What follows belongs to an exercise in optimizing a design on an open flow for small area; a production flow would make more cautious choices.
The RTL was checked by simulation tests, not by an equivalence proof against the original design.
Power figures rest on the tool's default switching activity, not on a simulated workload.

## build 38
Design irps, start of the top module:
module irps (
    input  wire        clk,
    input  wire        rst,         
    input  wire        ev_valid,
    input  wire [3:0]  ev_kind,     
    input  wire [9:0]  ev_arg,
    input  wire [31:0] ev_wdata,
    output reg         rsp_valid,
    output reg         rsp_err,
    output reg  [31:0] rsp_rdata,
    output wire [2:0]  ch_en,
    output wire [2:0]  dir_out,
    output wire        err_out
);
    wire ev_reset = ev_valid && (ev_kind == 4'd0);
    wire ev_us    = ev_valid && (ev_kind == 4'd1);
    wire ev_edge  = ev_valid && (ev_kind == 4'd2);
    wire ev_ms    = ev_valid && (ev_kind == 4'd3);
    wire ev_pdone = ev_valid && (ev_kind == 4'd4);
    wire ev_rd    = ev_valid && (ev_kind == 4'd5);
    wire ev_wr    = ev_valid && (ev_kind == 4'd6);
    wire ev_bus   = ev_rd || ev_wr;
    wire srst = rst || ev_reset;
    wire [4:0] word_off = ev_arg[6:2];
  ...
Settings: LEC_CHECK=0, CAP_MARGIN=20, CORE_MARGIN=2, CORE_UTILIZATION=55, SLEW_MARGIN=20; clock period 8.0 ns.
standard.sh (not shown) runs the stock make flow with config.mk's settings and CLKGATE_MAP_FILE= SYNTH_SCRIPT=/design/flow/synth_recipe.tcl, a recipe that flattens the netlist after the stock synthesis.
==> flow/flow/run.sh <==
#!/bin/bash
# Own layout flow: the standard synthesis; its combinational logic
# re-mapped by ABC with an area-oriented script, from four random seeds,
# keeping the smallest result (every flip-flop keeps its cell and name);
# then the standard layout steps, with the port buffers made of
# sky130_fd_sc_hd__buf_1 and a clock tree of small buffers without dummy
# loads. Each tool's output goes to a log here.
set -euo pipefail
W=$(pwd)
R=$W/orfs/results/$FLOW_PLATFORM/irps/base
bash standard.sh synth > $W/synth.log 2>&1
cp $R/1_2_yosys.v $W/standard_synth.v
for S in 1 2 3 4; do
  sed "s/@SEED@/$S/g" $W/flow/abc_area.script > $W/abc_area_$S.script
  REMAP_LIB=$FLOW_HOME/platforms/sky130hd/lib/sky130_fd_sc_hd__tt_025C_1v80.lib \
  REMAP_IN=$W/standard_synth.v REMAP_OUT=$W/remapped_$S.v REMAP_TOP=$FLOW_TOP \
  REMAP_SCRIPT=$W/abc_area_$S.script \
    yosys -c $W/flow/remap.tcl > $W/remap_$S.log 2>&1 &
done
wait
best=""; best_area=""
for S in 1 2 3 4; do
  a=$(grep "Chip area for module" $W/remap_$S.log | tail -1 | awk '{print $NF}')
  echo "seed $S area $a" >> $W/remap_choice.log
  if [[ -n "$a" && -f $W/remapped_$S.v ]]; then
    if [[ -z "$best" ]] || awk "BEGIN{exit !($a < $best_area)}"; then
      best=$S; best_area=$a
    fi
  fi
done
echo "chosen seed $best area $best_area" >> $W/remap_choice.log
cp $W/remapped_$best.v $R/1_2_yosys.v
rm -f $R/1_synth.odb
CTS_ARGS="-sink_clustering_enable -repair_clock_nets -dont_use_dummy_load"
CTS_ARGS="$CTS_ARGS -buf_list sky130_fd_sc_hd__clkbuf_4"
CTS_ARGS="$CTS_ARGS -sink_clustering_size 10 -sink_clustering_max_diameter 40"
bash standard.sh "BUFFER_PORTS_ARGS=-buffer_cell sky130_fd_sc_hd__buf_1" \
  "CTS_ARGS=$CTS_ARGS" finish > $W/layout.log 2>&1
==> flow/flow/abc_area.script <==
strash
&get -n
&st
&deepsyn -T 30 -S @SEED@
&st
&deepsyn -T 30 -S @SEED@
&dch -f
&nf -R 1000 -p
&put
==> flow/flow/remap.tcl <==
# Re-map the combinational logic of the standard synthesis for area.
# The flip-flops (their cells and instance names) are kept as they are.
yosys -import
set lib $::env(REMAP_LIB)
read_liberty -ignore_miss_func $lib
read_verilog -defer $::env(REMAP_IN)
hierarchy -top $::env(REMAP_TOP)
foreach c {sky130_fd_sc_hd__dfxtp_1 sky130_fd_sc_hd__edfxtp_1} {
  setattr -mod -set keep_hierarchy 1 =$c
}
flatten
opt_clean
select -module $::env(REMAP_TOP)
abc -script $::env(REMAP_SCRIPT) -liberty $lib \
  -dont_use *probe* -dont_use *lpflow*
select -clear
opt_clean -purge
hilomap -singleton -hicell sky130_fd_sc_hd__conb_1 HI \
  -locell sky130_fd_sc_hd__conb_1 LO
splitnets
opt_clean -purge
stat -liberty $lib
read_liberty -lib -overwrite $lib
check -assert -mapped
write_verilog -noattr -nohex -nodec $::env(REMAP_OUT)
Inputs modified between build 38 and build 36:
==> flow/flow/run.sh <==
#!/bin/bash
# Own layout flow: the standard synthesis; its combinational logic
# re-mapped by ABC with an area-oriented script (every flip-flop keeps its
# cell and name); then the standard layout steps, with the port buffers
# made of sky130_fd_sc_hd__buf_1 and a clock tree of small buffers without
# dummy loads. Each tool's output goes to a log here.
set -euo pipefail
W=$(pwd)
R=$W/orfs/results/$FLOW_PLATFORM/irps/base
bash standard.sh synth > $W/synth.log 2>&1
cp $R/1_2_yosys.v $W/standard_synth.v
REMAP_LIB=$FLOW_HOME/platforms/sky130hd/lib/sky130_fd_sc_hd__tt_025C_1v80.lib \
REMAP_IN=$W/standard_synth.v REMAP_OUT=$W/remapped.v REMAP_TOP=$FLOW_TOP \
REMAP_SCRIPT=$W/flow/abc_area.script \
  yosys -c $W/flow/remap.tcl > $W/remap.log 2>&1
cp $W/remapped.v $R/1_2_yosys.v
rm -f $R/1_synth.odb
CTS_ARGS="-sink_clustering_enable -repair_clock_nets -dont_use_dummy_load"
CTS_ARGS="$CTS_ARGS -buf_list sky130_fd_sc_hd__clkbuf_4"
CTS_ARGS="$CTS_ARGS -sink_clustering_size 10 -sink_clustering_max_diameter 40"
bash standard.sh "BUFFER_PORTS_ARGS=-buffer_cell sky130_fd_sc_hd__buf_1" \
  "CTS_ARGS=$CTS_ARGS" finish > $W/layout.log 2>&1
==> flow/flow/abc_area.script <==
strash
&get -n
&st
&deepsyn -T 30
&st
&deepsyn -T 30
&dch -f
&nf -R 1000 -p
&put
Notes after the runs:
- Build 36 ended up with a higher global-route usage than build 38 did.
- Part of the power in the clock network across build 38 and build 36: no real change.
- Re total of plain and repair buffers excluding clock buffers: build 38 and build 36 aren't equal, and the higher value belongs to build 38.
- Per the comparison of build 36 with build 38, fraction of power spent switching nets level, data-path buffer share of cell area in the final layout shrank by 0.32 points, die height higher.
The inputs of build 56 differ from those of build 36 as listed below.
==> flow/flow/run.sh <==
#!/bin/bash
# Own layout flow: the standard synthesis; its combinational logic
# re-mapped by ABC with an area-oriented script, from four random seeds,
# keeping the smallest result (every flip-flop keeps its cell and name);
# then the standard layout steps, with the port buffers made of
# sky130_fd_sc_hd__buf_1 and a clock tree of small buffers without dummy
# loads. Each tool's output goes to a log here.
set -euo pipefail
W=$(pwd)
R=$W/orfs/results/$FLOW_PLATFORM/irps/base
bash standard.sh synth > $W/synth.log 2>&1
cp $R/1_2_yosys.v $W/standard_synth.v
for S in 1 2 3 4; do
  sed "s/@SEED@/$S/g" $W/flow/abc_area.script > $W/abc_area_$S.script
  REMAP_LIB=$FLOW_HOME/platforms/sky130hd/lib/sky130_fd_sc_hd__tt_025C_1v80.lib \
  REMAP_IN=$W/standard_synth.v REMAP_OUT=$W/remapped_$S.v REMAP_TOP=$FLOW_TOP \
  REMAP_SCRIPT=$W/abc_area_$S.script \
    yosys -c $W/flow/remap.tcl > $W/remap_$S.log 2>&1 &
done
wait
best=""; best_area=""
for S in 1 2 3 4; do
  a=$(grep "Chip area for module" $W/remap_$S.log | tail -1 | awk '{print $NF}')
  echo "seed $S area $a" >> $W/remap_choice.log
  if [[ -n "$a" && -f $W/remapped_$S.v ]]; then
    if [[ -z "$best" ]] || awk "BEGIN{exit !($a < $best_area)}"; then
      best=$S; best_area=$a
    fi
  fi
done
echo "chosen seed $best area $best_area" >> $W/remap_choice.log
cp $W/remapped_$best.v $R/1_2_yosys.v
rm -f $R/1_synth.odb
CTS_ARGS="-sink_clustering_enable -repair_clock_nets -dont_use_dummy_load"
CTS_ARGS="$CTS_ARGS -buf_list sky130_fd_sc_hd__clkbuf_4"
CTS_ARGS="$CTS_ARGS -sink_clustering_size 10 -sink_clustering_max_diameter 40"
bash standard.sh "BUFFER_PORTS_ARGS=-buffer_cell sky130_fd_sc_hd__buf_1" \
  "CTS_ARGS=$CTS_ARGS" finish > $W/layout.log 2>&1
==> flow/flow/abc_area.script <==
strash
&get -n
&st
&deepsyn -T 30 -S @SEED@
&st
&deepsyn -T 30 -S @SEED@
&dch -f
&nf -R 1000 -p -C 32 -F 16 -A 8
&put
Findings:
Build 36: PASS, flow complete, no timing, DRC or antenna violations
Build 56 ran to completion and came out clean on the timing, design-rule and antenna checks.
Status: internal power component parity (build 56, build 36)
Routed wire length per instance (higher): build 56
Looking at worst setup slack, build 56 sits 0.42 ns below build 36.
| part of the cycle the worst path needs | build 56 vs build 36 | 5.2 points higher |
Per the comparison of build 56 with build 36, die area shows a reduction of 1.7%, number of DRC violations after detailed-routing iteration 0 shows an increase of 404.
Build 36 and build 56 ended up with roughly the same total power.
Build 56 has number of global-route vias before repair below what build 36 had.
Side by side, met3 usage in global routing turned out higher in build 56 than in build 36.


Another version of the RTL of irps (not shown whole).
Size: roughly 1400 cells after synthesis, about 90 I/O pins, roughly 0.017 mm^2 of cells after synthesis.
Design irps, start of the top module:
module irps (
    input  wire        clk,
    input  wire        rst,         
    input  wire        ev_valid,
    input  wire [3:0]  ev_kind,     
    input  wire [9:0]  ev_arg,
    input  wire [31:0] ev_wdata,
    output reg         rsp_valid,
    output reg         rsp_err,
    output reg  [31:0] rsp_rdata,
    output wire [2:0]  ch_en,
    output wire [2:0]  dir_out,
    output wire        err_out
);
    wire ev_reset = ev_valid && (ev_kind == 4'd0);
    wire ev_us    = ev_valid && (ev_kind == 4'd1);
    wire ev_edge  = ev_valid && (ev_kind == 4'd2);
    wire ev_ms    = ev_valid && (ev_kind == 4'd3);
    wire ev_pdone = ev_valid && (ev_kind == 4'd4);
    wire ev_rd    = ev_valid && (ev_kind == 4'd5);
    wire ev_wr    = ev_valid && (ev_kind == 4'd6);
    wire ev_bus   = ev_rd || ev_wr;
    wire srst = rst || ev_reset;
    wire [4:0] word_off = ev_arg[6:2];
    wire       bad      = (ev_arg[9:8] != 2'd2) || (ev_arg[1:0] != 2'b00) || ev_arg[7];
    wire       acc_rd   = ev_rd && !bad;
    wire       acc_wr   = ev_wr && !bad;
    wire [11:0] key_word;
    wire [31:0] snap_press, snap_seq, snap_age;
    wire        snap_v;
    irps_decoder u_dec (
        .clk        (clk),
        .rst        (srst),
        .us_tick    (ev_us),
        .edge_ev    (ev_edge),
        .edge_fall  (ev_arg[0]),
        .ms_tick    (ev_ms),
        .key_rd     (acc_rd && word_off == 5'h00),
        .key_word   (key_word),
        .snap_v     (snap_v),
        .snap_press (snap_press),
        .snap_seq   (snap_seq),
        .snap_age   (snap_age)
    );
    wire [31:0] arg, pend0, pend1, pend2;
    wire [2:0]  dir, dir_o, done, busy;
    wire        mode, err, err_ovf, arg_v;
  ...
Settings: LEC_CHECK=0, CAP_MARGIN=20, CORE_MARGIN=2, CORE_UTILIZATION=40, CTS_BUF_LIST=sky130_fd_sc_hd__clkbuf_8 sky130_fd_sc_hd__clkbuf_4, CTS_CLUSTER_DIAMETER=50, CTS_CLUSTER_SIZE=16, SLEW_MARGIN=20; clock period 8.0 ns.
==> flow/flow/run.sh <==
#!/bin/bash
# Own layout flow: the standard synthesis; its combinational logic
# re-mapped by ABC with an area-oriented script (every flip-flop keeps its
# cell and name); then the standard layout steps, with the port buffers
# made of sky130_fd_sc_hd__buf_1. Each tool's output goes to a log here.
set -euo pipefail
W=$(pwd)
R=$W/orfs/results/$FLOW_PLATFORM/irps/base
bash standard.sh synth > $W/synth.log 2>&1
cp $R/1_2_yosys.v $W/standard_synth.v
REMAP_LIB=$FLOW_HOME/platforms/sky130hd/lib/sky130_fd_sc_hd__tt_025C_1v80.lib \
REMAP_IN=$W/standard_synth.v REMAP_OUT=$W/remapped.v REMAP_TOP=$FLOW_TOP \
REMAP_SCRIPT=$W/flow/abc_area.script \
  yosys -c $W/flow/remap.tcl > $W/remap.log 2>&1
cp $W/remapped.v $R/1_2_yosys.v
rm -f $R/1_synth.odb
bash standard.sh "BUFFER_PORTS_ARGS=-buffer_cell sky130_fd_sc_hd__buf_1" finish > $W/layout.log 2>&1
==> flow/flow/abc_area.script <==
strash
&get -n
&st
&syn2
&dch -f
&nf -R 1000 -p -F 8 -A 4
&put
Scripts as last shown in full above: flow/flow/remap.tcl
Next try:
--- a/flow/flow/run.sh
+++ b/flow/flow/run.sh
@@ -4,3 +4,4 @@
 # cell and name); then the standard layout steps, with the port buffers
-# made of sky130_fd_sc_hd__buf_1. Each tool's output goes to a log here.
+# made of sky130_fd_sc_hd__buf_1 and a clock tree of small buffers without
+# dummy loads. Each tool's output goes to a log here.
 set -euo pipefail
@@ -16,2 +17,6 @@
 rm -f $R/1_synth.odb
-bash standard.sh "BUFFER_PORTS_ARGS=-buffer_cell sky130_fd_sc_hd__buf_1" finish > $W/layout.log 2>&1
+CTS_ARGS="-sink_clustering_enable -repair_clock_nets -dont_use_dummy_load"
+CTS_ARGS="$CTS_ARGS -buf_list sky130_fd_sc_hd__clkbuf_4"
+CTS_ARGS="$CTS_ARGS -sink_clustering_size 10 -sink_clustering_max_diameter 40"
+bash standard.sh "BUFFER_PORTS_ARGS=-buffer_cell sky130_fd_sc_hd__buf_1" \
+  "CTS_ARGS=$CTS_ARGS" finish > $W/layout.log 2>&1
==> flow/flow/abc_area.script (replaced) <==
strash
&get -n
&st
&deepsyn -T 30
&st
&deepsyn -T 30
&dch -f
&nf -R 1000 -p
&put
- CAP_MARGIN: 20 -> 0
- CORE_UTILIZATION: 40 -> 65
- CTS_BUF_LIST: sky130_fd_sc_hd__clkbuf_8 sky130_fd_sc_hd__clkbuf_4 -> not set
- CTS_CLUSTER_DIAMETER: 50 -> not set
- CTS_CLUSTER_SIZE: 16 -> not set
- SLEW_MARGIN: 20 -> 0
Result: Design area shrinks by 7.1%; wire length goes down by 2.2%; utilization climbs by 26 points; cell count came out lower by 12%; global-route usage grows by 15 points; via count grows by 2.6%; sequential share of layout area increases by 4.2 points.
Next try:
- CAP_MARGIN: 0 -> 20
- CORE_UTILIZATION: 65 -> 55
- SLEW_MARGIN: 0 -> 20
=> The new run passed the timing, design-rule and antenna checks; clock skew is about the same; final area came out higher by 0.75%; non-clock buffer count increases by 6; hold slack gains 12 ps; global-route usage shrinks by 3.7 points; sequential cell count does not change; sequential power stays flat; core utilization goes down by 11 points; first-iteration DRC count shrinks by 6.2%.

-- afterwards: timing with drivers on the ports --
Ports are ideal in the flow. The routed layouts listed here were re-timed in OpenROAD.
Step 1, drivers: a clkbuf_16 drives clk and a buf_2 each remaining input, both assumed.
Step 2 also shifts input and output timing later by t, the mid clock arrival at the registers, as if the neighbouring blocks saw the same clock.
a / b / c = no drivers / after step 1 / after step 2; a / b = the first two.
run | t, ns | setup slack, ns | worst setup path at the end | worst register clock-pin slew, ns | worst data-port slew with drivers (ns)
build 38 | 0.744 | 0.647 / 0.670 / -0.073 | input to register | 0.12 / 0.12 | 0.04
build 36 | 0.728 | 1.278 / 1.278 / 0.776 | input to register | 0.11 / 0.11 | 0.04
build 56 | 0.750 | 0.860 / 0.883 / 0.133 | input to register | 0.11 / 0.11 | 0.04
the first run of note 2 | 0.687 | 1.293 / 1.318 / 0.631 | input to register | 0.10 / 0.10 | 0.04
the second run of note 2 | 0.724 | 0.504 / 0.530 / -0.194 | input to register | 0.12 / 0.12 | 0.03
the third run of note 2 | 0.736 | 0.549 / 0.577 / -0.158 | input to register | 0.11 / 0.11 | 0.05
Met with ideal ports but missed after step 2: setup timing in build 38, the second run of note 2 and the third run of note 2. The setup slack of build 56, which loses most, moves by +0.023 ns with the drivers and by -0.727 ns with both steps.
